From an optimization exercise on the open Yosys and OpenROAD flow, aimed at small area; shortcuts taken in it are not production practice.
RTL that was checked went through simulation tests only; none was proved equivalent to the original.
No functional check of the RTL was part of runs 1 and 2.
Power figures rest on the tool's default switching activity, not on a simulated workload.

File: flow/config.mk
export PLATFORM = sky130hd
export DESIGN_NAME = bitw_core
export DESIGN_NICKNAME = bitw_core
export VERILOG_FILES = /design/flow/design.v
export SDC_FILE = /design/flow/constraint.sdc
export NUM_CORES = 4
export LEC_CHECK = 0
export CAP_MARGIN = 20
export CORE_MARGIN = 2
export CORE_UTILIZATION = 70
export CTS_BUF_LIST = sky130_fd_sc_hd__clkbuf_4 sky130_fd_sc_hd__clkbuf_8
export SLEW_MARGIN = 20
File: flow/constraint.sdc
create_clock -name core_clock -period 8.0 [get_ports {clk}]
set_input_delay 1.6000 -clock core_clock [delete_from_list [all_inputs] [get_ports {clk}]]
set_output_delay 1.6000 -clock core_clock [all_outputs]
set_load 0.01 [all_outputs]
File: flow/design.v
module bitw_core (
    input  wire        clk,
    input  wire        rst,           
    input  wire        cmd_valid,
    output wire        cmd_ready,
    input  wire [2:0]  cmd_op,
    input  wire [7:0]  cmd_n,         
    input  wire [31:0] cmd_arg,       
    input  wire [31:0] cmd_num,       
    input  wire [31:0] cmd_den,       
    output wire        rsp_valid,
    output wire [2:0]  rsp_status,
    output wire [31:0] rsp_val,
    output wire [2:0]  rsp_nbytes,
    output wire [31:0] rsp_bytes
);
    localparam [3:0] S_ZAP   = 4'd0,    
                     S_IDLE  = 4'd1,
                     S_CMP   = 4'd2,    
                     S_MUL   = 4'd3,    
                     S_DIV   = 4'd4,    
                     S_FIN   = 4'd5,    
                     S_ASM   = 4'd6,    
                     S_REST  = 4'd7,    
                     S_RATE  = 4'd8,    
                     S_PRE   = 4'd9,    
                     S_PCMP  = 4'd10,   
                     S_CLR   = 4'd11,   
                     S_MAT   = 4'd12,   
                     S_RESP  = 4'd13,
                     S_UNMAT = 4'd14,   
                     S_CONV  = 4'd15;   
    reg [3:0]  st;
    reg [5:0]  cnt;
    reg [28:0] S, G;
    reg [2:0]  goff;        
    reg [30:0] NM;          
    reg [30:0] DN;          
    reg [31:0] H;
    reg [7:0]  cb;
    reg [2:0]  nb;
    reg        dflt;        
    reg        cs, cg, cv;  
    reg        cmpf;        
    reg        ck;          
    reg        asmd;        
    reg        post;        
    reg        sticky;
    reg        x;
    reg        fail, rate, g;
    reg        ini;         
    reg        mreg;        
    reg [1:0]  i0m1;
    reg [2:0]  i;
    wire isI = (cmd_op == 3'd0);
    wire isW = (cmd_op == 3'd1);
    wire isS = (cmd_op == 3'd2);
    wire isX = (cmd_op == 3'd3);
    wire isC = (cmd_op == 3'd4);
    wire isL = cmd_op[2] & (cmd_op[1] | cmd_op[0]);
    wire badn = (cmd_n[7:6] != 2'b00) | (cmd_n[5] & (cmd_n[4:0] != 5'd0));
    wire [5:0] neff = isW ? cmd_n[5:0] : 6'd0;
    wire [5:0] T    = {3'd0, nb} + neff;
    wire       e    = (nb != 3'd0);
    wire [2:0] k    = isW ? T[5:3] : (isX ? {2'b00, e} : 3'd0);
    wire [2:0] nbp  = isW ? T[2:0] : 3'd0;
    wire       ep   = (nbp != 3'd0);
    wire [3:0] delta = isW ? ({1'b0, k} + {3'd0, ep} - {3'd0, e}) : 4'd0;
    wire c0 = (cnt == 6'd0);
    wire serial = (cnt < 6'd29);
    wire [2:0] ln  = cnt[5] ? k : ((cnt[4:3] == 2'd0) ? 3'd3 : {1'b0, cnt[4:3] - 2'd1});
    wire [5:0] J   = {ln, ~cnt[2:0]};
    wire [5:0] idx = T - 6'd1 - J;
    reg  [4:0] aidx;
    always @(*) begin
        if (st == S_ASM) aidx = idx[4:0];
        else if (st == S_PRE || st == S_MUL) aidx = cnt[4:0] + 5'd1;
        else if (st == S_CONV) aidx = cnt[4:0];
        else aidx = 5'd0;
    end
    wire       abit = cmd_arg[aidx];
    wire J_lt_nb = (J[5:3] == 3'd0) && (J[2:0] < nb);
    wire J_lt_T  = (J < T);
    wire sbit    = J_lt_nb ? cb[0] : (J_lt_T ? abit : 1'b0);
    wire inj     = cnt[5] ? H[0] : ((ln < k) ? sbit : 1'b0);
    reg [3:0] Ks;
    always @(*) begin
        case (st)
        S_MUL:   Ks = {1'b0, i} - 4'd1 - {3'd0, e};
        S_ASM:   Ks = delta;
        S_REST:  Ks = asmd ? (4'd0 - delta) : 4'd0;
        S_MAT:   Ks = {1'b0, goff} - {3'd0, e};
        S_UNMAT: Ks = 4'd0 - {3'd0, e};
        default: Ks = 4'd0;
        endcase
    end
    wire [3:0] Kg = {1'b0, goff} - {1'b0, k};
    wire hi3  = cnt[5] | (cnt[4:2] != 3'd0) | (cnt[1:0] == 2'd3);
    wire Kst  = hi3 ? Ks[3] : Ks[cnt[1:0]];
    wire Kgt  = hi3 ? Kg[3] : Kg[cnt[1:0]];
    wire csin = c0 ? 1'b0 : cs;
    wire sadd = S[0] ^ Kst ^ csin;
    wire scout = (S[0] & Kst) | (S[0] & csin) | (Kst & csin);
    wire cgin = c0 ? 1'b0 : cg;
    wire gadd = G[0] ^ Kgt ^ cgin;
    wire gcout = (G[0] & Kgt) | (G[0] & cgin) | (Kgt & cgin);
    wire vx   = (st == S_UNMAT) ? ~sadd : ((st == S_CONV) ? ~abit : sadd);
    wire vy   = (st == S_ASM) ? gadd : G[0];
    wire cvin = c0 ? ((st == S_UNMAT) || (st == S_CONV)) : cv;
    wire vadd = vx ^ vy ^ cvin;
    wire vcout = (vx & vy) | (vx & cvin) | (vy & cvin);
    wire kb    = (cnt == 6'd28) | (c0 & ep);
    wire cmpin = c0 ? 1'b0 : cmpf;
    wire cmpn  = (~kb & vadd) | (~(kb ^ vadd) & cmpin);
    wire m = ini ? mreg : sadd;                   
    reg  useN, useD, agate, cin, divmode, qforce0;
    always @(*) begin
        useN = 1'b0; useD = 1'b0; agate = 1'b1; cin = 1'b0; divmode = 1'b0; qforce0 = 1'b0;
        case (st)
        S_MUL:  begin useN = m; agate = c0; end
        S_PRE:  begin useN = m; agate = c0; end
        S_DIV:  begin useD = 1'b1; agate = 1'b0; cin = 1'b1; divmode = 1'b1; qforce0 = c0; end
        S_PCMP: begin useD = 1'b1; agate = 1'b0; cin = sticky; end
        S_ASM:  begin agate = 1'b0; end
        S_RATE: case (cnt[2:0])
            3'd0: begin useD = 1'b1; cin = 1'b1; end
            3'd1: begin useN = 1'b1; end
            3'd2: begin divmode = 1'b1; qforce0 = 1'b1; agate = 1'b0; end
            3'd3: begin useD = 1'b1; agate = 1'b0; cin = post; end
            default: ;
            endcase
        default: ;
        endcase
    end
    wire [31:0] NUMSRC = ini ? cmd_num : (dflt ? 32'd1 : {1'b0, NM});
    wire [31:0] DENINV = ini ? ~cmd_den : (dflt ? ~32'd2 : {1'b1, DN});
    wire [31:0] A = agate ? 32'd0 : H;
    wire [31:0] B = useN ? NUMSRC : (useD ? DENINV : 32'd0);
    wire [32:0] ADD = {1'b0, A} + {1'b0, B} + {32'd0, cin};
    wire [31:0] sum  = ADD[31:0];
    wire        cout = ADD[32];
    wire        q    = cout & ~qforce0;
    wire [31:0] R    = q ? sum : H;
    wire        bin  = (st == S_DIV) ? G[28] : sticky;
    wire [4:0] gsm  = {2'b00, G[2:0]} + {2'b00, goff};
    wire       grow = (G[28:3] == 26'd0) && (gsm < {2'b00, i});
    wire       czero = (i == 3'd1) && (S[28:1] == 28'd0) && (S[0] == e);    
    wire       remnz = (H[31:1] != 31'd0);      
    always @(posedge clk) begin
        if (divmode) H <= {R[30:0], bin};
        else         H <= {(st == S_ASM) ? inj : cout, sum[31:1]};
        if (rst) begin
            st   <= S_ZAP;
            cnt  <= 6'd0;
            nb   <= 3'd0;
            goff <= 3'd0;
            dflt <= 1'b1;
        end else begin
            cnt  <= cnt + 6'd1;
            cs   <= scout;
            cg   <= gcout;
            cv   <= vcout;
            cmpf <= cmpn;
            mreg <= abit;
            case (st)
            S_ZAP: begin
                if (serial) begin
                    S <= {1'b0, S[28:1]};
                    G <= {1'b0, G[28:1]};
                end
                if (cnt < 6'd8) cb <= {1'b0, cb[7:1]};
                if (cnt == 6'd28) st <= S_IDLE;
            end
            S_IDLE: begin
                cnt <= 6'd0;
                if (cmd_valid) begin
                    fail <= 1'b0; rate <= 1'b0; g <= 1'b0; i <= 3'd1; ini <= isI;
                    asmd <= 1'b0; post <= 1'b0;
                    if (isL || (isW && badn) || isS)
                        st <= S_RESP;
                    else if (isC)
                        st <= S_MAT;
                    else if (isW)
                        st <= (k == 3'd0) ? S_ASM : S_CMP;
                    else if (isX)
                        st <= e ? S_CMP : S_ASM;
                    else
                        st <= S_RATE;
                end
            end
            S_CMP: begin
                cnt <= 6'd0;
                if (grow && !g) begin g <= 1'b1; i0m1 <= i[1:0] - 2'd1; end
                if (grow && !czero)
                    st <= S_MUL;
                else begin
                    if (grow) goff <= 3'd1;      
                    if (i < k) i <= i + 3'd1;
                    else st <= S_ASM;
                end
            end
            S_MUL: begin
                S <= {S[0], S[28:1]};
                G <= {sum[0], G[28:1]};
                if (cnt == 6'd28) begin st <= S_DIV; cnt <= 6'd0; end
            end
            S_DIV: begin
                G <= {G[27:0], q};
                if (c0 && cout) begin
                    fail <= 1'b1; st <= S_REST; cnt <= 6'd0;
                end else if (cnt == 6'd29)
                    st <= S_FIN;
            end
            S_FIN: begin
                cnt <= 6'd0;
                goff <= {1'b0, i[1:0] - 2'd1} + {2'b00, remnz};
                if (ini)
                    st <= S_CONV;
                else if (isW && i < k) begin
                    i <= i + 3'd1; st <= S_CMP;
                end else
                    st <= S_ASM;
            end
            S_ASM: begin
                if (serial) begin
                    S <= {sadd, S[28:1]};
                    G <= {isX ? 1'b0 : gadd, G[28:1]};
                end
                if (cnt == 6'd28) ck <= cmpn | vcout;
                if (cnt[5] && !ck)
                    cb <= {sbit, cb[7:1]};
                else if (cnt[5:3] == 3'd1)
                    cb <= {cb[0], cb[7:1]};
                if (cnt == 6'd39) begin
                    goff <= 3'd0;
                    cnt <= 6'd0;
                    if (ck) begin fail <= 1'b1; asmd <= 1'b1; st <= S_REST; end
                    else st <= S_RESP;
                end
            end
            S_REST: begin
                if (serial) begin
                    S <= {sadd, S[28:1]};
                    G <= {(c0 & i0m1[0]) | ((cnt == 6'd1) & i0m1[1]), G[28:1]};
                end
                goff <= 3'd0;
                if (cnt == 6'd28) st <= S_RESP;
            end
            S_RATE: begin
                if (cnt[2:0] == 3'd0) x <= cout;           
                if (cnt[2:0] == 3'd1) sticky <= sum[0];    
                if (cnt[2:0] == 3'd3) begin
                    if (post) begin
                        NM <= sum[30:0]; DN <= ~cmd_den[30:0]; dflt <= 1'b0;
                    end else
                        x <= x | ~cout | cmd_num[31];      
                end
                if (cnt[2:0] == 3'd4) begin
                    cnt <= 6'd0;
                    if (post) st <= S_RESP;
                    else if (x) begin rate <= 1'b1; st <= S_RESP; end
                    else if (cmd_arg[31:28] != 4'd0) begin fail <= 1'b1; st <= S_RESP; end
                    else st <= S_PRE;
                end
            end
            S_PRE: begin
                sticky <= (c0 ? 1'b0 : sticky) | sum[0];
                if (cnt == 6'd27) begin st <= S_PCMP; cnt <= 6'd0; end
            end
            S_PCMP: begin
                cnt <= 6'd0;
                if (cout) begin fail <= 1'b1; st <= S_CLR; end
                else st <= S_MUL;
            end
            S_CLR: st <= S_RESP;
            S_MAT: begin
                if (serial) begin
                    S <= {S[0], S[28:1]};
                    G <= {vadd, G[28:1]};
                end
                if (cnt == 6'd28) begin goff <= 3'd0; st <= S_RESP; end
            end
            S_UNMAT: begin
                if (serial) begin
                    S <= {S[0], S[28:1]};
                    G <= {vadd, G[28:1]};
                end
                if (cnt == 6'd28) st <= S_IDLE;
            end
            S_CONV: begin
                if (serial) begin
                    S <= {abit, S[28:1]};
                    G <= {vadd, G[28:1]};
                end
                if (cnt < 6'd8) cb <= {1'b0, cb[7:1]};
                if (cnt == 6'd28) begin st <= S_RATE; post <= 1'b1; cnt <= 6'd0; end
            end
            S_RESP: begin
                cnt <= 6'd0;
                st <= (isC && !rate && !fail) ? S_UNMAT : S_IDLE;
                if (!fail && !rate && (isW || isX || isI) && !(isW && badn))
                    nb <= nbp;
            end
            default: st <= S_IDLE;
            endcase
        end
    end
    wire resp = (st == S_RESP);
    wire ok   = !isL && !(isW && badn) && !rate && !fail;
    wire selS = ok & (isS | isX);
    wire selG = ok & isC;
    assign cmd_ready  = resp;
    assign rsp_valid  = resp & cmd_valid;
    assign rsp_status = isL ? 3'd5 : (isW && badn) ? 3'd3 : rate ? 3'd1 : fail ? 3'd4 : 3'd0;
    assign rsp_val    = {3'd0, ({29{selS}} & S) | ({29{selG}} & G)};
    assign rsp_nbytes = ok ? k : 3'd0;
    assign rsp_bytes  = H;
endmodule
File: flow/flow/run.sh
#!/bin/bash
# The standard layout (standard.sh) with two changes that only affect how
# the cells are chosen:
#  * synthesis is the standard flow's own synthesis script, with Yosys's abc pass given an
#    area-oriented ABC script (abc_area.script) instead of ORFS's speed script;
#  * the port buffers that buffer_ports inserts are buf_1 cells.
# Each tool's output goes to a log file in this folder (and ORFS's own logs).
set -euo pipefail
work=$(pwd)
fl=$work/flow

# synth_recipe.tcl with the abc pass redirected to our ABC script
{
  head -n 1 synth_recipe.tcl
  cat <<TCL
proc abc {args} {
  set i [lsearch -exact \$args -script]
  if {\$i >= 0} { lset args [expr {\$i + 1}] {$fl/abc_area.script} }
  yosys abc {*}\$args
}
TCL
  tail -n +2 synth_recipe.tcl
} > synth_area.tcl

# the standard command, synthesis only, with our synthesis script
sed -E "s#SYNTH_SCRIPT=[^ ]+#SYNTH_SCRIPT=$work/synth_area.tcl#" standard.sh > standard_area.sh
bash standard_area.sh synth > synth.log 2>&1

# the rest of the standard flow; synthesis is up to date and not rerun
bash standard.sh BUFFER_PORTS_ARGS="-buffer_cell sky130_fd_sc_hd__buf_1" finish > layout.log 2>&1
File: flow/flow/abc_area.script
strash
&get -n
&fraig -x
&put
scorr
dc2
strash
&get -n
&dch -f
&nf -R 1000
&put
strash
&get -n
&dch -f
&nf -R 1000
&put
topo
stime -c
File: flow/standard.sh
#!/bin/bash
# synth_recipe.tcl (not shown) runs the flow's synth.tcl, then flattens the netlist and writes it again
# the make line also repeats each setting of config.mk as NAME=value (left out here)
make -C /OpenROAD-flow-scripts/flow DESIGN_CONFIG=/design/flow/config.mk WORK_HOME=/design/flow/orfs CLKGATE_MAP_FILE= SYNTH_SCRIPT=/design/flow/synth_recipe.tcl "${@:-finish}"
==> results.toml, run 1 <==
[logic_synthesis]
synth_top_area_share_pct = 36.6
async_flop_share_pct = 0
ys_warn_count = 1
yosysUniqueCellTypes = 56
synth_edf_count = 147
synthCells = 1286
synth.area.top_cells = "edfxtp_1 (37%), ha_1 (8.2%), dfxtp_1 (8.1%), nor2_1 (6.3%), a21oi_1 (4.0%)"
synth_area_um2 = 12100
ys_ff_latch = 196
yosysSeqAreaShare_pct = 44.7
synthFlopType = "edfxtp_1"
avgSynthCellArea_um2 = 9.38
synth_top_area_cell = "edfxtp_1"

[floorplanning]
die_h_um = 135
num_rows = 47
io-pin-count = 182
start_util_pct = 72.2
dieWidth_um = 135

[status]
status = "stopped before the end"
firstError = "[ERROR DPL-0033] detailed placement checks failed during check placement."
haltStage = "4_1_cts"

[clock_network]
cts.repair.resized = 178
post_cts_buffers = 134
cts_made_buffers = 17
ctsHoldBuffers = 0
clockBufferDepth = 2
cts_root_buf = "clkbuf_8"
clkSinkCount = 196
ctsHtreeMaxLevel = 4

[place]
gp_congestion = 1.03
dpl.hpwl_um = 30800
preCtsSetupSlack_ps = -3450
io_buffers = 178
==> through the flow <==
step | hold WS [ps] | power, mW | std cells | area (um^2)
after floorplan | 400 | 1.26 | 1288 | 12200
after global placement | 403 | 1.33 | 1838 | 14400
after detailed placement | 407 | 1.34 | 1838 | 14400
==> cell families after synthesis <==
logic type | Yosys count | share of synthesized area [%]
simple gates | 482 | 18.4
compound gates | 395 | 21.1
flops | 196 | 44.7
fa+ha+maj | 89 | 9.85
buf+inv | 76 | 2.46
xor+xnor | 45 | 3.27
mux | 2 | 0.166
other cells | 1 | 0.0311
==> synth_stat cells (28+ instances only) <==
| library cell | number |
|---|---|
| clkinv_1 | 73 |
| nor4_1 | 28 |
| ha_1 | 79 |
| nand2_1 | 98 |
| a22oi_1 | 37 |
| dfxtp_1 | 49 |
| and2_0 | 39 |
| nor2_1 | 202 |
| a21oi_1 | 96 |
| o21ai_0 | 72 |
| edfxtp_1 | 147 |
| a22o_1 | 31 |
| o22ai_1 | 68 |
==> how the worst max path moves through the flow <==
stage / start / to / slack [ps] / depth (start not counted)
detailed placement: cmd_op[2] / H[8] / -3450 / 59
global placement: cmd_op[2] / H[24] / -2830 / 58
floorplan: cmd_op[2] / H[7] / -2740 / 57
==> power groups by stage <==
| stage | clock network (mW) | logic [mW] | registers (mW) |
|---|---|---|---|
| 3_5_place_dp | 0 | 0.177 | 1.17 |
| 3_3_place_gp | 0 | 0.167 | 1.16 |
| 2_1_floorplan | 0 | 0.0956 | 1.16 |
==> inputs of run 2 (changes only) <==
--- a/flow/config.mk
+++ b/flow/config.mk
@@ -7,6 +7,5 @@
 export LEC_CHECK = 0
 export CAP_MARGIN = 20
 export CORE_MARGIN = 2
-export CORE_UTILIZATION = 70
-export CTS_BUF_LIST = sky130_fd_sc_hd__clkbuf_4 sky130_fd_sc_hd__clkbuf_8
+export CORE_UTILIZATION = 40
 export SLEW_MARGIN = 20
==> run 2 against run 1 <==
  * Now fails the layout checks on negative setup slack
  * Synthesized cell count unchanged
  * Area after synthesis is the same
==> results.toml, run 2 <==
[status]
status = "complete, but fails checks"
so_faults = "negative setup slack"

[logic_synthesis]
synth_common_cells = "nor2_1 (202), edfxtp_1 (147), nand2_1 (98)"
synthFlopType = "edfxtp_1"
synth_top_area_cell = "edfxtp_1"
avgSynthCellArea_um2 = 9.38
synthCells = 1286
yosysUniqueCellTypes = 56
ys_warn_count = 1
synth.area.top_cells = "edfxtp_1 (37%), ha_1 (8.2%), dfxtp_1 (8.1%), nor2_1 (6.3%), a21oi_1 (4.0%)"
yosysSeqAreaShare_pct = 44.7
synth_top_area_share_pct = 36.6
synth_area_um2 = 12100
synth_most_common_cell = "nor2_1"
ys_ff_latch = 196
async_flop_share_pct = 0
synth_edf_count = 147

[floorplanning]
start_util_pct = 40.7
core_um2 = 29600
num_rows = 63
io-pin-count = 182
die_h_um = 178
dieWidth_um = 178
dieArea_um2 = 31600

[routing]
dr.pass1.iters = 5
drt_iter0_markers = 1062
post-route-drc-count = 0
avgRoutedWirePerCell_um = 19.9
drt_wl_total_um = 42400
viasPerCell = 5.76
ant_nets = 0
vias = 12300

[cells_and_area]
fin_area_um2 = 16900
multiInputGateArea_um2 = 7350
reg_top3 = "H: 32 flops, DN: 31 flops, NM: 31 flops"
drive_gt1_share_pct = 24.4
final_common_cell = "buf_4"
areaGrowthSynthToFinish_pct = 40.0
largest_reg_flops = 32
regMostFlops = "H"
instances_no_fill = 2133
diodes = 0
mostFrequentLayoutCells = "buf_4 (209), nor2_1 (193), buf_1 (176)"
final_nets = 1929
fillCellCount = 2680
seqCellArea_um2 = 5400

[critical_path]
cp.arrival_ps = 10860
crit_required_ps = 8340
worst-path-max-fanout = 8
ff2ff_path_depth = 55
cpPeakStageDelay_ps = 610
cpMaxStageDelayCell = "fa_2"
cp_top_family = "compound AO/OA/AOI/OAI gates"
reg2reg_to = "st[1]"
cp-start-kind = "primary input"
r2r_start = "nb[0]"
startpoint = "cmd_op[2]"
reg2reg_slack_ps = -1340
cp-end-kind = "register"
crit_type = "primary input to register"
path_buf_inv = 5

[min_path]
hp-start = "cb[3]"
hold_class = "register to register"
hold_end = "cb[2]"
holdPathStages = 0

[global_routing]
grt_pass1_wl_um = 65100
overflow = 0
grt_usage_pct = 26.7
antenna_found_initial = 0
grt_max_degree = 39
grt_pass1_vias = 12000

[clock_network]
clockBufferDepth = 2
path_clk_slew_ps = 70
ctsHoldBuffers = 0
cts_made_buffers = 17
ctsHtreeMaxLevel = 4
cts_root_buf = "clkbuf_16"
cts_tree = "done"
clk_latency_ps = 450
clkSinkCount = 196

[power]
leakagePower_nw = 6.68
power.density_nw_per_um2 = 135
ir_drop_uv = 150
finalPower_mw = 2.27

[place]
gp_congestion = 0.939
postPlaceCellArea_um2 = 14700
dpl.hpwl_um = 28800
io_buffers = 178
place_inst = 2015

[sta]
fmax_mhz = 95.0
maxSlewViolCount = 0
finalCritPeriodShare_pct = 132
postLayoutSetupSlackWorst_ps = -2530
tightest_slew_ps = 941
final.min_clock_period_ps = 10530
maxSlewHeadroom_pct = 36.9
setup_violations = 61
holdWs_ps = 423
hold_violations = 0
fin_worst_skew_ps = 13.8
rsz0062_at_grt = "yes"
tns_ps = -126380

[job]
max-cap-violations = 0
[run 2: cell counts after synthesis]
No cell type changed its count.
[run 2: layer usage]
layer	global-route usage (%)	vias up	wire, um
met2	44.5	582	20100
met3	4.24	101	3200
met4	9.80	0	1310
li1	-	5725	-
met1	35.0	5882	17800
met5	0	-	0
[run 2: area by class of cell]
| cell class | count | share of cell area [%] |
|---|---|---|
| tap | 390 | 2.89 |
| clock buffer | 20 | 2.59 |
| timing repair buffer | 426 | 16.3 |
| inverter | 73 | 1.69 |
| multi-input combinational | 1016 | 43.5 |
| clock inverter | 12 | 1.07 |
| sequential | 196 | 31.9 |
[run 2: worst reg2reg max path: cells and delay by family, from the launching register on]
kind	cells	cell delay [ps]
AO/OA/AOI/OAI	23	3410
adder cells (fa/ha/maj)	9	2940
buffers and inverters	4	340
flip-flops	1	340
multiplexers	1	90
AND/OR/NAND/NOR	18	2130
[run 2: stage by stage]
step | worst slack (ps) | util [%]
floorplan | -2740 | -
global placement | -3110 | 49.4
detailed placement | -3070 | 49.4
CTS | -2430 | 56.2
global route | -2940 | 57.0
finish | -2530 | 57.0
[run 2: report_power, final]
group	switching (mW)	leakage [nW]	internal, mW	total (mW)
logic	0.109	4.54	0.0856	0.195
clock network	0.408	0.294	0.527	0.935
registers	0.0218	1.85	1.12	1.14
total	0.539	6.68	1.73	2.27
[run 2: repair_timing]
action | 4_1_cts | 5_1_grt
gates cloned | 2 | 1
setup buffers | 125 | 28
gates resized for setup | 96 | 103
setup endpoints to repair | 62 | 65
pin swaps | 45 | 79
[run 2: worst max-delay path by stage]
stage | endpoint | slack, ps | cells past startpoint
after floorplan | H[7] | -2740 | 57
after global placement | H[6] | -3110 | 58
after detailed placement | st[1] | -3070 | 62
after CTS | st[2] | -2430 | 59
after global routing | st[3] | -2940 | 62
final | st[1] | -2530 | 59
[run 2: cell families (layout without fill, tap and decap cells)]
family | count (synthesis) | count (layout) | share of synthesized area, %
adders and majority gates | 89 | 89 | 9.85
xor gates and xnor gates | 45 | 45 | 3.27
other | 1 | 3 | 0.0311
DFF | 196 | 196 | 44.7
buffers and inverters | 76 | 531 | 2.46
and+or+nand+nor | 482 | 482 | 18.4
AOI/OAI and AO/OA | 395 | 395 | 21.1
muxes | 2 | 2 | 0.166
==> inputs of run 3 (changes only) <==
--- a/flow/design.v
+++ b/flow/design.v
@@ -74,8 +74,7 @@
     reg  [4:0] aidx;
     always @(*) begin
         if (st == S_ASM) aidx = idx[4:0];
-        else if (st == S_PRE || st == S_MUL) aidx = cnt[4:0] + 5'd1;
-        else if (st == S_CONV) aidx = cnt[4:0];
+        else if (st == S_PRE || st == S_MUL || st == S_CONV) aidx = cnt[4:0];
         else aidx = 5'd0;
     end
     wire       abit = cmd_arg[aidx];
@@ -112,13 +111,12 @@
     wire kb    = (cnt == 6'd28) | (c0 & ep);
     wire cmpin = c0 ? 1'b0 : cmpf;
     wire cmpn  = (~kb & vadd) | (~(kb ^ vadd) & cmpin);
-    wire m = ini ? mreg : sadd;                   
     reg  useN, useD, agate, cin, divmode, qforce0;
     always @(*) begin
         useN = 1'b0; useD = 1'b0; agate = 1'b1; cin = 1'b0; divmode = 1'b0; qforce0 = 1'b0;
         case (st)
-        S_MUL:  begin useN = m; agate = c0; end
-        S_PRE:  begin useN = m; agate = c0; end
+        S_MUL:  begin useN = mreg & ~c0; agate = c0; end
+        S_PRE:  begin useN = mreg & ~c0; agate = c0; end
         S_DIV:  begin useD = 1'b1; agate = 1'b0; cin = 1'b1; divmode = 1'b1; qforce0 = c0; end
         S_PCMP: begin useD = 1'b1; agate = 1'b0; cin = sticky; end
         S_ASM:  begin agate = 1'b0; end
@@ -161,7 +159,7 @@
             cg   <= gcout;
             cv   <= vcout;
             cmpf <= cmpn;
-            mreg <= abit;
+            mreg <= ini ? abit : sadd;    
             case (st)
             S_ZAP: begin
                 if (serial) begin
@@ -200,9 +198,9 @@
                 end
             end
             S_MUL: begin
-                S <= {S[0], S[28:1]};
-                G <= {sum[0], G[28:1]};
-                if (cnt == 6'd28) begin st <= S_DIV; cnt <= 6'd0; end
+                if (serial) S <= {S[0], S[28:1]};
+                if (!c0) G <= {sum[0], G[28:1]};
+                if (cnt == 6'd29) begin st <= S_DIV; cnt <= 6'd0; end
             end
             S_DIV: begin
                 G <= {G[27:0], q};
@@ -264,8 +262,8 @@
                 end
             end
             S_PRE: begin
-                sticky <= (c0 ? 1'b0 : sticky) | sum[0];
-                if (cnt == 6'd27) begin st <= S_PCMP; cnt <= 6'd0; end
+                sticky <= ((cnt == 6'd1) ? 1'b0 : sticky) | sum[0];
+                if (cnt == 6'd28) begin st <= S_PCMP; cnt <= 6'd0; end
             end
             S_PCMP: begin
                 cnt <= 6'd0;
--- a/flow/config.mk
+++ b/flow/config.mk
@@ -7,5 +7,5 @@
 export LEC_CHECK = 0
 export CAP_MARGIN = 20
 export CORE_MARGIN = 2
-export CORE_UTILIZATION = 40
+export CORE_UTILIZATION = 55
 export SLEW_MARGIN = 20
==> run 3 against run 2 <==
  * Now clean on timing, DRC and antenna
  * Synthesized cell count down 1.5%
  * Clock-buffer cell count down 1
  * Setup slack better by 2900 ps
  * Die area shrank 27%
==> results.toml, run 3 <==
[critical_path]
path_buf_inv = 3
crit_type = "primary input to register"
cpPeakStageDelay_ps = 650
worst-path-max-fanout = 8
cp.arrival_ps = 7810
cp-end-kind = "register"
reg2reg_slack_ps = 660
path_common_cell = "ha_1"
cpMaxStageDelayCell = "fa_1"
cp_top_family = "adder cells"
cp-start-kind = "primary input"
crit_required_ps = 8190

[routing]
drt_iter0_markers = 917
avgRoutedWirePerCell_um = 19.2
ant_nets = 0
viasPerCell = 5.98
dr.pass1.iters = 5
drt_wl_total_um = 34900
vias = 10900
post-route-drc-count = 0

[place]
place_inst = 1786
dpl.hpwl_um = 26100
gp_congestion = 0.947
io_buffers = 178

[logic_synthesis]
synth_compound_area_share_pct = 19.6
avgSynthCellArea_um2 = 9.47
synthCells = 1267
synthFlopType = "edfxtp_1"
yosysSeqAreaShare_pct = 45.0
synth_edf_count = 147
ys_ff_latch = 196
async_flop_share_pct = 0
synth_area_um2 = 12000
synth_top_area_cell = "edfxtp_1"
synthAdderAreaFrac_pct = 9.91
yosysUniqueCellTypes = 52
synth_xor_area_share_pct = 3.36
synth_common_cells = "nor2_1 (185), edfxtp_1 (147), nand2_1 (111), o21ai_0 (111), a21oi_1 (86)"
synth.area.top_cells = "edfxtp_1 (37%), ha_1 (8.2%), dfxtp_1 (8.2%), nor2_1 (5.8%), o21ai_0 (4.6%)"
ys_warn_count = 1
synth_top_family_by_area = "compound AO/OA/AOI/OAI gates"
synth_most_common_cell = "nor2_1"
synth.area.mux_share_pct = 1.67
synthSimpleGateAreaFrac_pct = 17.8
synth_top_area_share_pct = 36.8

[cells_and_area]
drive_gt1_share_pct = 7.61
final_nets = 1724
instances_no_fill = 1818
reg_top3 = "H: 32 flops, DN: 31 flops, NM: 31 flops"
regMostFlops = "H"
diodes = 0
areaGrowthSynthToFinish_pct = 18.0
mostFrequentLayoutCells = "nor2_1 (179), buf_1 (178), edfxtp_1 (147)"
largest_reg_flops = 32
final_common_cell = "nor2_1"

[global_routing]
antenna_found_initial = 0
grt_usage_pct = 30.4
grt_pass1_vias = 10300
overflow = 0
grt_pass1_wl_um = 54300
grt_max_degree = 64

[floorplanning]
io-pin-count = 182
dieArea_um2 = 23000
core_um2 = 21600
start_util_pct = 55.5
dieWidth_um = 152
num_rows = 54
die_h_um = 152

[clock_network]
path_clk_slew_ps = 70
ctsHtreeMaxLevel = 4
cts_root_buf = "clkbuf_16"
clkSinkCount = 196
cts_tree = "done"
cts_made_buffers = 17
clk_latency_ps = 440
clockBufferDepth = 2

[sta]
maxSlewHeadroom_pct = 26.1
fmax_mhz = 131
hold_violations = 0
holdWs_ps = 424
setup_violations = 0
fin_worst_skew_ps = 13.1
maxSlewViolCount = 0
finalCritPeriodShare_pct = 95.2
tightest_slew_ps = 1110
final.min_clock_period_ps = 7620

[power]
ir_drop_uv = 190
leakagePower_nw = 5.35
power.density_nw_per_um2 = 306

[status]
status = "complete, no violations"

[job]
max-cap-violations = 0

[min_path]
hold_class = "register to register"
## run 3: cell types whose count changed after synthesis, sizes merged, moves of 4 or more
cell,before,now
o22ai,68,37
nand2,98,111
a21o,27,17
nor3,27,21
nand2b,9,15
a31oi,9,14
o21ai,72,111
mux4,0,8
or3,6,2
o32ai,5,0
clkinv,73,78
nor2,202,185
a21oi,96,86
## run 3: final cells by class
type	count	area, um^2
fillers	1864	7470
clock buffers	19	454
repair buffers	240	1160
well taps	280	350
inverters	78	293
multi-input cells	992	6350
clock inverters	13	150
flip-flops and latches	196	5400
## run 3: path summary, 6_finish.rpt
| check | depth (start not counted) | startpoint | end |
|---|---|---|---|
| setup reg to reg | 41 | st[0] | H[14] |
| setup / recovery | 27 | cmd_op[0] | ck |
| hold / removal | 0 | cb[1] | cb[0] |
| hold reg to reg | 0 | cb[1] | cb[0] |
## run 3: report_power, final
| part | internal, mW | switching [mW] |
|---|---|---|
| clock network | 0.439 | 0.438 |
| logic | 0.670 | 1.13 |
| registers | 1.44 | 0.211 |
## run 3: repair_timing
| item | in CTS | in global routing |
|---|---|---|
| endpoints found under the setup margin | 0 | 41 |
| hold buffers | 0 | 0 |
| resized for setup | 0 | 8 |
| setup buffers | 0 | 0 |
## run 3: logic make-up after synthesis
logic type | count (synthesis)
DFF | 196
and+or+nand+nor | 466
buffers and inverters | 81
xor gates and xnor gates | 46
AOI/OAI and AO/OA | 378
muxes | 10
adders and majority gates | 89
other | 1
## run 3: layer usage
metal	global-route usage [%]	vias to the layer above	wire length (um)
li1	-	5234	-
met1	42.9	5165	15600
met2	47.8	420	15800
met3	5.18	58	2570
met4	9.72	0	950
met5	0	-	0
## run 3: through the flow
stage          setup slack [ps]  setup TNS (ps)  utilization [%]  power (mW)  cell area, um^2
2_1_floorplan              37.9               0                -        2.77            12000
4_1_cts                     290               0             65.4        4.32            14100
3_5_place_dp              -22.1           -22.1             62.6        3.44            13500
5_1_grt                   -51.3            -199             65.4        4.60            14100
3_3_place_gp                136               0             62.6        3.39            13500
6_report                    382               0             65.4        4.33            14100
==> inputs of run 4 (changes only) <==
--- a/flow/config.mk
+++ b/flow/config.mk
@@ -7,5 +7,5 @@
 export LEC_CHECK = 0
 export CAP_MARGIN = 20
 export CORE_MARGIN = 2
-export CORE_UTILIZATION = 55
+export CORE_UTILIZATION = 40
 export SLEW_MARGIN = 20
==> run 4 against run 3 <==
  * Critical path depth is the same
  * First-iteration DRC count is 9.9% higher
  * Cell count is 6.1% higher
  * Global-route usage shrank 6.8 points
  * Power is 0.28% lower
  * Via count decreased by 0.89%
  * Routed wire length increased by 4.7%
  * Critical path type unchanged
  * Largest cell class unchanged
  * Highest routed layer unchanged
==> results.toml, run 4 <==
[clock_network]
ctsHtreeMaxLevel = 4
cts_root_buf = "clkbuf_16"
cts_tree = "done"
post_cts_buffers = 0
path_clk_slew_ps = 80
cts_made_buffers = 17
clkSinkCount = 196
clockBufferDepth = 2
ctsHoldBuffers = 0
clk_latency_ps = 450

[cells_and_area]
drive_gt1_share_pct = 7.86
utilization_pct = 48.4
regMostFlops = "H"
reg_top3 = "H: 32 flops, DN: 31 flops, NM: 31 flops"
fillCellCount = 2860
largest_reg_flops = 32
mostFrequentLayoutCells = "nor2_1 (178), buf_1 (178), edfxtp_1 (147)"
diodes = 0
fin_area_um2 = 14300
areaGrowthSynthToFinish_pct = 19.3
final_nets = 1725

[sta]
maxSlewViolCount = 0
maxSlewHeadroom_pct = 46.5
final.min_clock_period_ps = 7480
rsz0062_at_grt = "no"
tightest_slew_ps = 796
fin_worst_skew_ps = 16.5
postLayoutSetupSlackWorst_ps = 518
holdWs_ps = 428
fmax_mhz = 134
setup_violations = 0
hold_violations = 0
finalCritPeriodShare_pct = 93.5

[routing]
route.met3.wl_um = 1980
ant_nets = 0
wirelength_met1_um = 17200
dr.pass1.iters = 5
dr_wl_met2_um = 16700
drt_wl_total_um = 36600
vias = 10800
viasPerCell = 5.59
routed.top_layer = "met4"
avgRoutedWirePerCell_um = 19.0
drt_iter0_markers = 1008
post-route-drc-count = 0

[critical_path]
cpPeakStageDelay_ps = 650
path_buf_inv = 2
crit_type = "primary input to register"
cpMaxStageDelayCell = "fa_1"
cp_top_family = "adder cells"
path_common_cell = "ha_1"
worst-path-max-fanout = 6
cp.arrival_ps = 7690
startpoint = "cmd_op[0]"
crit_required_ps = 8210
r2r_start = "cnt[1]"
cp-start-kind = "primary input"
cp-end-kind = "register"

[power]
p_int_mw = 2.53
leakagePower_nw = 5.35
finalPower_mw = 4.31
p_comb_share_pct = 41.6
switching_share_pct = 41.4
clkPwrFrac_pct = 19.8
pwr-share-seq_pct = 38.6
ir_drop_uv = 146
power.density_nw_per_um2 = 302
p_switching_mw = 1.79

[min_path]
hp-start = "cb[3]"
hold_class = "register to register"

[logic_synthesis]
yosysSeqAreaShare_pct = 45.0
yosysUniqueCellTypes = 52
ys_warn_count = 1
synth_most_common_cell = "nor2_1"
async_flop_share_pct = 0
synth_edf_count = 147
synth_common_cells = "nor2_1 (185), edfxtp_1 (147), nand2_1 (111), o21ai_0 (111), a21oi_1 (86)"
synth_area_um2 = 12000
synth.area.top_cells = "edfxtp_1 (37%), ha_1 (8.2%), dfxtp_1 (8.2%), nor2_1 (5.8%), o21ai_0 (4.6%)"
synthCells = 1267
ys_ff_latch = 196
synthFlopType = "edfxtp_1"
synth_top_area_cell = "edfxtp_1"
avgSynthCellArea_um2 = 9.47
synth_top_area_share_pct = 36.8

[place]
postPlaceCellArea_um2 = 13700
dpl.hpwl_um = 27500
io_buffers = 178
gp_congestion = 0.966
preCtsSetupSlack_ps = -103

[global_routing]
grt_pass1_wl_um = 57600
antenna_found_initial = 0
grt_usage_pct = 23.5
grt_pass1_vias = 10200
overflow = 0
grt_max_degree = 50

[floorplanning]
dieWidth_um = 177
start_util_pct = 40.6
die_h_um = 177
num_rows = 63
core_um2 = 29600
io-pin-count = 182
dieArea_um2 = 31400

[status]
status = "complete, no violations"

[job]
max-cap-violations = 0
run 4: power by group through the flow:
stage,registers (mW),logic (mW),clock network [mW]
finish,1.67,1.79,0.853
global route,1.70,2.01,0.908
CTS,1.67,1.77,0.864
detailed placement,1.69,1.77,0
global placement,1.68,1.72,0
floorplan,1.65,1.13,0
run 4: worst paths after layout:
check,to,slack (ps),cells after the start
worst min register to register,cb[2],430,0
worst min-delay path,cb[2],430,0
worst max register to register,H[2],680,43
worst max-delay path,ck,520,27
run 4: logic make-up (layout without fill, tap and decap cells):
family | Yosys count | count (layout) | share of synthesized area, %
compound gates | 378 | 378 | 19.6
xor+xnor | 46 | 46 | 3.36
fa+ha+maj | 89 | 89 | 9.91
buf+inv | 81 | 351 | 2.63
flops | 196 | 196 | 45.0
mux | 10 | 10 | 1.67
other cells | 1 | 3 | 0.0313
simple gates | 466 | 466 | 17.8
run 4: stage by stage:
stage                     setup TNS (ps)  cells
after global routing                   0   1929
final                                  0   1929
after global placement                 0   1896
after CTS                              0   1929
after detailed placement            -189   1897
after floorplan                        0   1269
run 4: what timing repair did:
item	4_1_cts	5_1_grt
gates resized for setup	0	12
endpoints found under the hold margin	0	0
endpoints found under the setup margin	0	42
run 4: layout make-up:
type                       instances  area (um^2)  share of cell area (%)
clock buffer                      18          429                    3.00
inverter                          78          293                    2.05
sequential                       196         5400                    37.7
timing repair buffer             241         1190                    8.29
tap                              390          488                    3.41
clock inverter                    14          130                   0.909
multi-input combinational        992         6390                    44.6
run 4: worst register-to-register path, delay by kind of cell, from the launching register on:
| family | cells | cell delay, ps |
|---|---|---|
| AOI/OAI and AO/OA | 20 | 3510 |
| DFF | 1 | 380 |
| and+or+nand+nor | 13 | 1380 |
| buffers and inverters | 7 | 1050 |
| adders and majority gates | 3 | 860 |
run 4: routing by layer:
metal	vias to the layer above	global-route usage [%]
met3	48	3.37
li1	5224	-
met5	-	0
met1	5139	33.8
met2	369	36.6
met4	0	7.20
==> inputs of run 5 (changes only) <==
--- a/flow/config.mk
+++ b/flow/config.mk
@@ -5,7 +5,7 @@
 export SDC_FILE = /design/flow/constraint.sdc
 export NUM_CORES = 4
 export LEC_CHECK = 0
-export CAP_MARGIN = 20
+export CAP_MARGIN = 0
 export CORE_MARGIN = 2
 export CORE_UTILIZATION = 40
-export SLEW_MARGIN = 20
+export SLEW_MARGIN = 0
==> run 5 against run 4 <==
  * Critical path type unchanged
  * Critical endpoint unchanged
  * Still clean on timing, DRC and antenna
  * Sequential share of layout area barely moved
  * Flip-flop and latch count unchanged
  * Synthesized cell count unchanged
==> results.toml, run 5 <==
[critical_path]
crit_type = "primary input to register"
crit_required_ps = 8210
cp-end-kind = "register"
worst-path-max-fanout = 6
cp.arrival_ps = 7810
cp-start-kind = "primary input"

[logic_synthesis]
yosysSeqAreaShare_pct = 45.0
synth_xor_area_share_pct = 3.36
synthFlopType = "edfxtp_1"
yosysUniqueCellTypes = 52
synthAdderAreaFrac_pct = 9.91
synth.area.mux_share_pct = 1.67
synth_common_cells = "nor2_1 (185), edfxtp_1 (147), nand2_1 (111), o21ai_0 (111), a21oi_1 (86)"
ys_warn_count = 1
synth_most_common_cell = "nor2_1"
synth.area.top_cells = "edfxtp_1 (37%), ha_1 (8.2%), dfxtp_1 (8.2%), nor2_1 (5.8%), o21ai_0 (4.6%)"
async_flop_share_pct = 0
synthCells = 1267
avgSynthCellArea_um2 = 9.47
synth_compound_area_share_pct = 19.6
synth_top_area_share_pct = 36.8
ys_ff_latch = 196
synth_top_area_cell = "edfxtp_1"
synth_top_family_by_area = "compound AO/OA/AOI/OAI gates"
synth_edf_count = 147
synth_area_um2 = 12000
synthSimpleGateAreaFrac_pct = 17.8

[routing]
post-route-drc-count = 0
vias = 10900
viasPerCell = 5.64
ant_nets = 0
drt_iter0_markers = 1090
dr.pass1.iters = 8
drt_wl_total_um = 36600
avgRoutedWirePerCell_um = 19.0

[cells_and_area]
largest_reg_flops = 32
instances_no_fill = 1929
areaGrowthSynthToFinish_pct = 19.2
mostFrequentLayoutCells = "nor2_1 (178), buf_1 (178), edfxtp_1 (147)"
reg_top3 = "H: 32 flops, DN: 31 flops, NM: 31 flops"
multiInputGateArea_um2 = 6370
drive_gt1_share_pct = 7.86
fin_area_um2 = 14300
seqCellArea_um2 = 5400
regMostFlops = "H"
diodes = 0
fillCellCount = 2855
final_nets = 1725

[clock_network]
clk_latency_ps = 450
cts_tree = "done"
clkSinkCount = 196
cts_root_buf = "clkbuf_16"
path_clk_slew_ps = 80
ctsHoldBuffers = 0
ctsHtreeMaxLevel = 4
clockBufferDepth = 2
cts_made_buffers = 17

[sta]
maxSlewViolCount = 0
tns_ps = 0
final.min_clock_period_ps = 7610
fin_worst_skew_ps = 15.8
fmax_mhz = 131
setup_violations = 0
tightest_slew_ps = 1190
hold_violations = 0
finalCritPeriodShare_pct = 95.1
maxSlewHeadroom_pct = 20.2
rsz0062_at_grt = "no"

[floorplanning]
dieArea_um2 = 31400
start_util_pct = 40.6
dieWidth_um = 177
num_rows = 63
core_um2 = 29600
die_h_um = 177
io-pin-count = 182

[global_routing]
antenna_found_initial = 0
grt_usage_pct = 23.3
grt_max_degree = 50
grt_pass1_vias = 10000
grt_pass1_wl_um = 56900
overflow = 0

[power]
finalPower_mw = 4.32
power.density_nw_per_um2 = 302
leakagePower_nw = 5.35
ir_drop_uv = 153

[place]
gp_congestion = 0.966
dpl.hpwl_um = 27400
place_inst = 1896
postPlaceCellArea_um2 = 13700
io_buffers = 178

[min_path]
hold_class = "register to register"

[job]
max-cap-violations = 0

[status]
status = "complete, no violations"
## run 5: layer usage
metal	GRT usage [%]	share of wire (%)	vias up
met1	33.6	47	5188
li1	-	-	5226
met3	3.52	6.2	47
met4	6.61	2.0	0
met5	0	0	-
met2	36.4	45	412
## run 5: what timing repair did
item,CTS,global route
endpoints found under the setup margin,0,40
setup buffers,0,1
resized for setup,0,11
endpoints found under the hold margin,0,0
## run 5: report_power, final
| part | internal [mW] | switching [mW] | total, mW |
|---|---|---|---|
| logic | 0.667 | 1.12 | 1.79 |
| registers | 1.44 | 0.226 | 1.67 |
| clock network | 0.424 | 0.437 | 0.861 |
| total | 2.53 | 1.79 | 4.32 |
## run 5: area by class of cell
cell class / instances / area share [%]
Clock inverter: 14 / 0.919
Multi-Input combinational cell: 992 / 44.6
Inverter: 78 / 2.05
Clock buffer: 18 / 3.07
Tap cell: 390 / 3.41
Sequential cell: 196 / 37.7
Timing Repair Buffer: 241 / 8.24
## run 5: critical path, stage by stage
cell and delay [ps]:
buf_1 120, nand2b_1 160, nor2_1 120, and2_0 180, ha_1 210, fa_1 380, and2_0 170, nor2_1 140
nand2_1 90, and3_1 190, ha_1 280, clkinv_1 50, ha_1 220, fa_1 500, nand2_1 90, ha_1 300
a311oi_1 310, a21oi_1 130, o31ai_1 220, a22oi_1 130, fa_1 630, a21oi_1 60, a311oi_1 310, fa_1 490
ha_1 310, a31o_1 210, or2_0 190
## run 5: worst paths after layout
kind         startpoint    end  slack, ps  cells after the start
min               cb[3]  cb[2]        430                      0
min reg2reg       cb[3]  cb[2]        430                      0
max reg2reg      cnt[1]   H[2]        650                     42
max           cmd_op[0]     ck        390                     27
## run 5: cells by family after synthesis
family / count (synthesis)
buf+inv: 81
flops: 196
mux: 10
other cells: 1
xor+xnor: 46
fa+ha+maj: 89
simple gates: 466
compound gates: 378
## run 5: per-stage QoR
step,worst slack [ps],utilization (%),hold WS (ps)
2_1_floorplan,37.9,-,400
3_3_place_gp,0.967,46.3,405
3_5_place_dp,-53.5,46.3,407
4_1_cts,96.0,48.2,431
5_1_grt,1.76,48.4,432
6_report,392,48.4,426
==> inputs of run 6 (changes only) <==
--- a/flow/flow/run.sh
+++ b/flow/flow/run.sh
@@ -27,4 +27,7 @@
 bash standard_area.sh synth > synth.log 2>&1
 
 # the rest of the standard flow; synthesis is up to date and not rerun
-bash standard.sh BUFFER_PORTS_ARGS="-buffer_cell sky130_fd_sc_hd__buf_1" finish > layout.log 2>&1
+# clock tree options, if the version gives them (flow/cts_args)
+cts=()
+if [[ -f $fl/cts_args ]]; then cts=("CTS_ARGS=$(cat "$fl/cts_args")"); fi
+bash standard.sh BUFFER_PORTS_ARGS="-buffer_cell sky130_fd_sc_hd__buf_1" "${cts[@]}" finish > layout.log 2>&1
==> flow/flow/cts_args (new file) <==
-sink_clustering_enable -repair_clock_nets -buf_list sky130_fd_sc_hd__clkbuf_16 -dont_use_dummy_load
--- a/flow/config.mk
+++ b/flow/config.mk
@@ -5,7 +5,7 @@
 export SDC_FILE = /design/flow/constraint.sdc
 export NUM_CORES = 4
 export LEC_CHECK = 0
-export CAP_MARGIN = 0
+export CAP_MARGIN = 20
 export CORE_MARGIN = 2
 export CORE_UTILIZATION = 40
-export SLEW_MARGIN = 0
+export SLEW_MARGIN = 20
==> run 6 against run 5 <==
  * Non-clock buffer count did not move
  * Sequential power barely moved
  * Clock skew rose by 11 ps
  * Flip-flop and latch count did not move
  * Final area fell by 0.87%
  * Utilization fell by 0.42 points
  * Setup slack improved by 110 ps
  * Maximum frequency rose by 1.5%
  * Area after synthesis did not move
  * Critical path type unchanged
  * Critical endpoint unchanged
  * Largest power group unchanged
==> results.toml, run 6 <==
[routing]
dr.pass1.iters = 5
vias = 10700
avgRoutedWirePerCell_um = 19.1
ant_nets = 0
viasPerCell = 5.59
drt_iter0_markers = 974
drt_wl_total_um = 36600
post-route-drc-count = 0

[cells_and_area]
areaGrowthSynthToFinish_pct = 18.2
regMostFlops = "H"
utilization_pct = 47.9
reg_top3 = "H: 32 flops, DN: 31 flops, NM: 31 flops"
drive_gt1_share_pct = 7.02
instances_no_fill = 1914
fillCellCount = 2864
final_nets = 1725
diodes = 0
fin_area_um2 = 14200
largest_reg_flops = 32
mostFrequentLayoutCells = "nor2_1 (178), buf_1 (178), edfxtp_1 (147)"

[clock_network]
clkSinkCount = 196
ctsHtreeMaxLevel = 4
ctsHoldBuffers = 0
path_clk_slew_ps = 80
cts_root_buf = "clkbuf_16"
post_cts_buffers = 0
clockBufferDepth = 2
cts_tree = "done"
cts_made_buffers = 17
clk_latency_ps = 450
cts.repair.resized = 0

[place]
dpl.hpwl_um = 27500
gp_congestion = 0.966
place_inst = 1897
preCtsSetupSlack_ps = -103
postPlaceCellArea_um2 = 13700
io_buffers = 178

[critical_path]
crit_type = "primary input to register"
path_common_cell = "ha_1"
cp-start-kind = "primary input"
reg2reg_to = "H[2]"
cp-end-kind = "register"
cp_top_family = "adder cells"
cpPeakStageDelay_ps = 640
reg2reg_slack_ps = 710
cp.arrival_ps = 7690
crit_required_ps = 8190
ff2ff_path_depth = 43
r2r_start = "cnt[1]"
cpMaxStageDelayCell = "fa_1"
worst-path-max-fanout = 6
path_buf_inv = 2

[logic_synthesis]
synthCells = 1267
avgSynthCellArea_um2 = 9.47
async_flop_share_pct = 0
synth_top_area_share_pct = 36.8
yosysUniqueCellTypes = 52
synth_common_cells = "nor2_1 (185), edfxtp_1 (147), nand2_1 (111), o21ai_0 (111), a21oi_1 (86)"
synth.area.top_cells = "edfxtp_1 (37%), ha_1 (8.2%), dfxtp_1 (8.2%), nor2_1 (5.8%), o21ai_0 (4.6%)"
yosysSeqAreaShare_pct = 45.0
synth_edf_count = 147
synth_most_common_cell = "nor2_1"
ys_ff_latch = 196
synth_top_area_cell = "edfxtp_1"
synthFlopType = "edfxtp_1"
ys_warn_count = 1
synth_area_um2 = 12000

[sta]
tns_ps = 0
postLayoutSetupSlackWorst_ps = 505
finalCritPeriodShare_pct = 93.7
maxSlewHeadroom_pct = 47.0
holdWs_ps = 405
tightest_slew_ps = 788
setup_violations = 0
final.min_clock_period_ps = 7490
maxSlewViolCount = 0
hold_violations = 0
fmax_mhz = 133
fin_worst_skew_ps = 26.9
rsz0062_at_grt = "no"

[floorplanning]
start_util_pct = 40.6
dieArea_um2 = 31400
io-pin-count = 182
die_h_um = 177
dieWidth_um = 177
num_rows = 63
core_um2 = 29600

[min_path]
hold_end = "cb[2]"
hp-start = "cb[3]"
holdPathStages = 0
hold_class = "register to register"

[global_routing]
grt_usage_pct = 23.5
grt_pass1_vias = 10300
antenna_found_initial = 0
grt_max_degree = 50
overflow = 0
grt_pass1_wl_um = 57400

[power]
leakagePower_nw = 5.28
power.density_nw_per_um2 = 295
ir_drop_uv = 145
finalPower_mw = 4.19

[status]
status = "complete, no violations"

[job]
max-cap-violations = 0
-- run 6: cell counts after synthesis --
Identical to the previous run, type by type.
-- run 6: routing by layer --
| layer | track usage [%] | wire length, um | share of wire [%] |
|---|---|---|---|
| met1 | 33.1 | 16900 | 46 |
| met4 | 7.95 | 1010 | 2.8 |
| met3 | 4.42 | 2320 | 6.3 |
| met5 | 0 | 0 | 0 |
| met2 | 36.0 | 16400 | 45 |
-- run 6: cells by family (layout without fill, tap and decap cells) --
family	Yosys count	after routing	share of synthesized area, %
AND/OR/NAND/NOR	466	466	17.8
AO/OA/AOI/OAI	378	378	19.6
flip-flops	196	196	45.0
adder cells (fa/ha/maj)	89	89	9.91
buffers and inverters	81	336	2.63
XOR/XNOR	46	46	3.36
multiplexers	10	10	1.67
other	1	3	0.0313
-- run 6: layout make-up --
class                   count  area (um^2)  share of cell area (%)
well taps                 390          488                    3.44
repair buffers            241         1190                    8.37
inverters                  78          293                    2.07
multi-input cells         992         6390                    45.1
clock buffers              17          425                    3.00
flip-flops and latches    196         5400                    38.1
-- run 6: worst max-delay path by stage --
stage,startpoint,endpoint,slack [ps],cells past startpoint
after floorplan,cnt[1],H[17],40,36
after global placement,cmd_den[0],H[17],1,40
after detailed placement,cmd_den[0],st[0],-100,37
after CTS,cnt[3],st[0],50,40
after global routing,cmd_op[0],ck,10,27
final,cmd_op[0],ck,510,27
-- run 6: report_power, final --
group	total (mW)	internal (mW)	switching [mW]
Sequential	1.67	1.44	0.226
Combinational	1.80	0.670	1.13
Clock	0.721	0.371	0.351
Total	4.19	2.48	1.70
-- run 6: worst register-to-register path: cells and delay by family, from the launching register on --
kind	cells	cell delay, ps
AND/OR/NAND/NOR	13	1360
adder cells (fa/ha/maj)	3	860
AO/OA/AOI/OAI	20	3500
flip-flops	1	380
buffers and inverters	7	1050
==> inputs of run 7 (changes only) <==
--- a/flow/config.mk
+++ b/flow/config.mk
@@ -8,4 +8,5 @@
 export CAP_MARGIN = 20
 export CORE_MARGIN = 2
 export CORE_UTILIZATION = 40
+export GPL_TIMING_DRIVEN = 0
 export SLEW_MARGIN = 20
==> run 7 against run 6 <==
  * Critical path type unchanged
  * Clock power barely moved
  * Via count rose by 1.1%
  * Global-route usage is 0.12 points lower
  * First-iteration DRC count shrank 4.2%
  * Area after synthesis unchanged
  * Final area up 1.1%
  * Flip-flop and latch count unchanged
  * Clock skew shrank 2.5 ps
  * Non-clock buffer count shrank 22
  * Die area stayed put
  * Register-to-register slack worse by 210 ps
==> results.toml, run 7 <==
[logic_synthesis]
yosysUniqueCellTypes = 52
synthAdderAreaFrac_pct = 9.91
synth_edf_count = 147
synth.area.top_cells = "edfxtp_1 (37%), ha_1 (8.2%), dfxtp_1 (8.2%), nor2_1 (5.8%), o21ai_0 (4.6%)"
synthSimpleGateAreaFrac_pct = 17.8
synth_most_common_cell = "nor2_1"
yosysSeqAreaShare_pct = 45.0
synth_top_area_share_pct = 36.8
ys_warn_count = 1
synth_top_family_by_area = "compound AO/OA/AOI/OAI gates"
synth_area_um2 = 12000
synth_compound_area_share_pct = 19.6
ys_ff_latch = 196
async_flop_share_pct = 0
synth.area.mux_share_pct = 1.67
synth_common_cells = "nor2_1 (185), edfxtp_1 (147), nand2_1 (111), o21ai_0 (111), a21oi_1 (86)"
synthFlopType = "edfxtp_1"
synthCells = 1267
avgSynthCellArea_um2 = 9.47
synth_top_area_cell = "edfxtp_1"
synth_xor_area_share_pct = 3.36

[cells_and_area]
instances_no_fill = 1898
drive_gt1_share_pct = 8.75
seqCellArea_um2 = 5410
multiInputGateArea_um2 = 6620
areaGrowthSynthToFinish_pct = 19.5
largest_reg_flops = 32
regMostFlops = "H"
utilization_pct = 48.5
fillCellCount = 2860
mostFrequentLayoutCells = "buf_1 (176), nor2_1 (174), edfxtp_1 (147)"
diodes = 0
final_nets = 1709
reg_top3 = "H: 32 flops, DN: 31 flops, NM: 31 flops"
final_common_cell = "buf_1"

[sta]
maxSlewViolCount = 0
hold_violations = 0
tightest_slew_ps = 982
maxSlewHeadroom_pct = 34.1
fin_worst_skew_ps = 24.4
fmax_mhz = 129
finalCritPeriodShare_pct = 96.7
setup_violations = 0
final.min_clock_period_ps = 7740
tns_ps = 0

[clock_network]
cts_tree = "done"
clk_latency_ps = 450
clkSinkCount = 196
ctsHtreeMaxLevel = 4
clockBufferDepth = 2
cts_root_buf = "clkbuf_16"
cts_made_buffers = 17
path_clk_slew_ps = 60

[min_path]
hold_class = "register to register"

[place]
gp_congestion = 0.958
io_buffers = 178
place_inst = 1857
dpl.hpwl_um = 26600

[global_routing]
overflow = 0
grt_usage_pct = 23.3
grt_max_degree = 49
grt_pass1_vias = 10100
grt_pass1_wl_um = 56600
antenna_found_initial = 1

[routing]
dr.pass1.iters = 5
ant_nets = 0
avgRoutedWirePerCell_um = 19.7
vias = 10800
viasPerCell = 5.71
drt_wl_total_um = 37400
drt_iter0_markers = 933
post-route-drc-count = 0

[critical_path]
cp.arrival_ps = 7920
cp-end-kind = "register"
crit_required_ps = 8180
worst-path-max-fanout = 5
crit_type = "primary input to register"
cp-start-kind = "primary input"

[floorplanning]
core_um2 = 29600
io-pin-count = 182
die_h_um = 177
dieWidth_um = 177
start_util_pct = 40.6
dieArea_um2 = 31400
num_rows = 63

[power]
power.density_nw_per_um2 = 294
leakagePower_nw = 5.26
p_int_mw = 2.48
pwr-share-seq_pct = 40.1
ir_drop_uv = 174
p_switching_mw = 1.74
clkPwrFrac_pct = 17.2
finalPower_mw = 4.22
switching_share_pct = 41.2
p_comb_share_pct = 42.8

[job]
max-cap-violations = 0

[status]
status = "complete, no violations"
-- run 7: cell counts after synthesis --
Identical to the previous run, type by type.
-- run 7: logic make-up (layout without fill, tap and decap cells) --
| logic type | count (synthesis) | count (layout) |
|---|---|---|
| DFF | 196 | 196 |
| and+or+nand+nor | 466 | 471 |
| adders and majority gates | 89 | 89 |
| xor gates and xnor gates | 46 | 46 |
| other | 1 | 3 |
| buffers and inverters | 81 | 314 |
| AOI/OAI and AO/OA | 378 | 379 |
| muxes | 10 | 10 |
-- run 7: layout make-up --
class / instances / area share (%)
Multi-Input combinational cell: 998 / 46.2
Sequential cell: 196 / 37.8
Timing Repair Buffer: 216 / 7.39
Tap cell: 390 / 3.40
Clock buffer: 17 / 2.97
Inverter: 78 / 2.16
Buffer: 3 / 0.157
-- run 7: final timing paths --
check / from / to / slack, ps / depth (start not counted)
worst min register to register: cb[4] / cb[3] / 420 / 0
worst min-delay path: cb[4] / cb[3] / 420 / 0
worst max register to register: st[0] / st[1] / 500 / 39
worst max-delay path: cmd_op[0] / ck / 260 / 26
-- run 7: worst max-delay path, cell delays in order --
cell	delay (ps)
buf_1	230
nand2b_2	150
nor2_4	160
and2_0	230
ha_1	270
a21o_1	190
a21oi_1	270
xor2_2	170
nor2_1	150
a211o_1	310
clkinv_1	150
ha_1	230
fa_1	480
nand2_1	90
ha_1	290
a311oi_1	260
a21oi_1	110
o31ai_1	200
a22oi_1	180
fa_2	650
a21oi_1	60
a311oi_2	250
fa_1	480
ha_1	320
a31o_1	210
or2_0	200
-- run 7: power groups by stage --
stage / registers [mW] / clock network (mW) / logic [mW]
finish: 1.69 / 0.724 / 1.80
global route: 1.73 / 0.772 / 2.00
CTS: 1.68 / 0.738 / 1.73
detailed placement: 1.70 / 0 / 1.66
global placement: 1.72 / 0 / 1.58
floorplan: 1.65 / 0 / 1.13
-- run 7: metal layers --
metal | wire [um] | vias up | track usage, %
met5 | 13 | - | 0
met4 | 795 | 2 | 6.99
met3 | 2350 | 44 | 3.72
met2 | 16700 | 411 | 36.4
met1 | 17500 | 5171 | 33.3
li1 | - | 5202 | -
-- run 7: stage by stage --
| step | area [um^2] | worst slack (ps) | hold slack (ps) |
|---|---|---|---|
| 3_3_place_gp | 13200 | -3360 | 406 |
| 6_report | 14300 | 262 | 421 |
| 4_1_cts | 14100 | 2.74 | 420 |
| 5_1_grt | 14300 | -25.4 | 445 |
| 3_5_place_dp | 13500 | -1630 | 405 |
| 2_1_floorplan | 12000 | 37.9 | 400 |
-- run 7: what timing repair did --
action	CTS	global route
setup buffers	5	13
resized for setup	31	32
endpoints found under the setup margin	47	44
pin swaps	5	7
gates cloned	4	2
hold buffers	0	0
==> inputs of run 8 (changes only) <==
--- a/flow/config.mk
+++ b/flow/config.mk
@@ -7,6 +7,5 @@
 export LEC_CHECK = 0
 export CAP_MARGIN = 20
 export CORE_MARGIN = 2
-export CORE_UTILIZATION = 40
-export GPL_TIMING_DRIVEN = 0
+export CORE_UTILIZATION = 60
 export SLEW_MARGIN = 20
==> run 8 against run 7 <==
  * Cell count down 6.5%
  * Clock power down 3%
  * Hold slack better by 2.1 ps
  * Final area down 3.4%
  * Largest power group unchanged
  * Setup slack better by 180 ps
  * Register-to-register slack better by 170 ps
  * Critical endpoint unchanged
  * Still clean on timing, DRC and antenna
  * Routed wire length down 8.6%
  * Flip-flop and latch count unchanged
  * Critical path type unchanged
  * Largest cell class unchanged
  * Non-clock buffer count up 8
==> results.toml, run 8 <==
[status]
status = "complete, no violations"

[global_routing]
antenna_found_initial = 0
grt_pass1_vias = 10600
grt_max_degree = 64
overflow = 0
grt_pass1_wl_um = 54600
grt_usage_pct = 32.1

[logic_synthesis]
synthCells = 1267
ys_warn_count = 1
synth_edf_count = 147
synth_top_area_share_pct = 36.8
async_flop_share_pct = 0
synth_most_common_cell = "nor2_1"
synth_top_area_cell = "edfxtp_1"
avgSynthCellArea_um2 = 9.47
synth_area_um2 = 12000
synth_common_cells = "nor2_1 (185), edfxtp_1 (147), nand2_1 (111), o21ai_0 (111), a21oi_1 (86)"
synth.area.top_cells = "edfxtp_1 (37%), ha_1 (8.2%), dfxtp_1 (8.2%), nor2_1 (5.8%), o21ai_0 (4.6%)"
yosysUniqueCellTypes = 52
yosysSeqAreaShare_pct = 45.0
synthFlopType = "edfxtp_1"
ys_ff_latch = 196

[floorplanning]
num_rows = 51
start_util_pct = 61.4
core_um2 = 19500
io-pin-count = 182
dieWidth_um = 145
die_h_um = 145
dieArea_um2 = 21100

[critical_path]
cp_top_family = "adder cells"
cp-end-kind = "register"
cp.depth = 27
cp-start-kind = "primary input"
worst-path-max-fanout = 5
cp.arrival_ps = 7740
crit_type = "primary input to register"
crit_required_ps = 8180
path_common_cell = "ha_1"
reg2reg_slack_ps = 670
cpPeakStageDelay_ps = 630
ff2ff_path_depth = 40
cpMaxStageDelayCell = "fa_1"
path_buf_inv = 3

[sta]
holdWs_ps = 423
final.min_clock_period_ps = 7560
tightest_slew_ps = 911
fmax_mhz = 132
setup_violations = 0
finalCritPeriodShare_pct = 94.5
maxSlewViolCount = 0
hold_violations = 0
tns_ps = 0
rsz0062_at_grt = "no"
fin_worst_skew_ps = 35.1
maxSlewHeadroom_pct = 38.7

[cells_and_area]
final_nets = 1711
reg_top3 = "H: 32 flops, DN: 31 flops, NM: 31 flops"
areaGrowthSynthToFinish_pct = 15.4
utilization_pct = 70.9
diodes = 0
regMostFlops = "H"
fin_area_um2 = 13800
largest_reg_flops = 32
instances_no_fill = 1775
drive_gt1_share_pct = 5.89
mostFrequentLayoutCells = "nor2_1 (179), buf_1 (178), edfxtp_1 (147)"
final_common_cell = "nor2_1"

[min_path]
holdPathStages = 0
hold_class = "register to register"

[routing]
post-route-drc-count = 0
vias = 10900
drt_iter0_markers = 920
avgRoutedWirePerCell_um = 19.2
viasPerCell = 6.15
dr.pass1.iters = 8
drt_wl_total_um = 34100
ant_nets = 0

[clock_network]
path_clk_slew_ps = 60
clk_latency_ps = 440
cts_tree = "done"
cts.repair.resized = 0
cts_made_buffers = 17
cts_root_buf = "clkbuf_16"
clockBufferDepth = 2
ctsHoldBuffers = 0
clkSinkCount = 196
ctsHtreeMaxLevel = 4
post_cts_buffers = 0

[power]
leakagePower_nw = 5.20
ir_drop_uv = 232
power.density_nw_per_um2 = 297

[place]
place_inst = 1758
io_buffers = 178
postPlaceCellArea_um2 = 13400
dpl.hpwl_um = 25200
gp_congestion = 1.01

[job]
max-cap-violations = 0
[run 8: cell counts after synthesis]
No cell type changed its count.
[run 8: kinds of logic (layout without fill, tap and decap cells)]
group / count (synthesis) / in the layout / share of synthesized area (%)
mux: 10 / 10 / 1.67
buf+inv: 81 / 322 / 2.63
simple gates: 466 / 466 / 17.8
xor+xnor: 46 / 46 / 3.36
other cells: 1 / 3 / 0.0313
compound gates: 378 / 378 / 19.6
fa+ha+maj: 89 / 89 / 9.91
flops: 196 / 196 / 45.0
[run 8: worst register-to-register path, delay by kind of cell, from the launching register on]
kind	cells	cell delay, ps
compound gates	19	3720
fa+ha+maj	2	650
buf+inv	4	510
flops	1	360
simple gates	15	1990
[run 8: power by group]
group | total (mW) | internal (mW) | switching (mW)
registers | 1.66 | 1.44 | 0.212
clock network | 0.705 | 0.370 | 0.335
logic | 1.76 | 0.641 | 1.12
[run 8: through the flow]
step	worst slack [ps]	power (mW)
2_1_floorplan	37.9	2.77
3_3_place_gp	255	3.34
3_5_place_dp	63.3	3.38
4_1_cts	341	4.09
5_1_grt	4.89	4.38
6_report	441	4.12
[run 8: cell type report]
| type | instances | area (um^2) |
|---|---|---|
| clock buffer | 17 | 425 |
| fill | 1542 | 5680 |
| inverter | 78 | 293 |
| multi-input combinational | 992 | 6350 |
| sequential | 196 | 5400 |
| tap | 265 | 332 |
| timing repair buffer | 227 | 1050 |
[run 8: metal layers]
metal / routed length, um / vias up / GRT usage, %
met1: 14800 / 5147 / 44.8
met3: 2650 / 66 / 5.61
li1: - / 5205 / -
met2: 15700 / 503 / 51.7
met4: 922 / 0 / 9.95
met5: 0 / - / 0
[run 8: worst paths after layout]
kind,startpoint,endpoint
min reg2reg,cb[3],cb[2]
min,cb[3],cb[2]
max,cmd_op[0],ck
max reg2reg,cnt[4],H[2]

[static timing again, ports no longer ideal]
The results above use ideal ports. As a check the final layouts listed here were re-extracted and re-timed, cells and wires unchanged. Step 1 assumes that a clkbuf_16 drives the clock port and a buf_2 every other input. Step 2, shift: input delay + t, output delay - t, t = (earliest + latest rising clock arrival at the registers) / 2. This alone moves slack from input paths to output paths. Three values: ideal ports, drivers, drivers and shift; two values: the first two.
| run | t, ns | setup WS [ns] | worst setup path at the end |
|---|---|---|---|
| run 2 | 0.495 | -2.527 / -2.520 / -3.015 | input to register |
| run 3 | 0.484 | 0.382 / 0.408 / -0.076 | input to register |
| run 4 | 0.494 | 0.518 / 0.548 / 0.054 | input to register |
| run 5 | 0.494 | 0.392 / 0.419 / -0.075 | input to register |
| run 6 | 0.482 | 0.505 / 0.532 / 0.050 | input to register |
| run 7 | 0.481 | 0.262 / 0.289 / -0.192 | input to register |
| run 8 | 0.480 | 0.441 / 0.469 / -0.010 | input to register |
With both steps, setup timing fails in run 3, run 5, run 7 and run 8, where it was met with ideal ports. For run 2, which loses most, drivers alone change the setup slack by +0.007 ns; drivers and shift together by -0.488 ns.
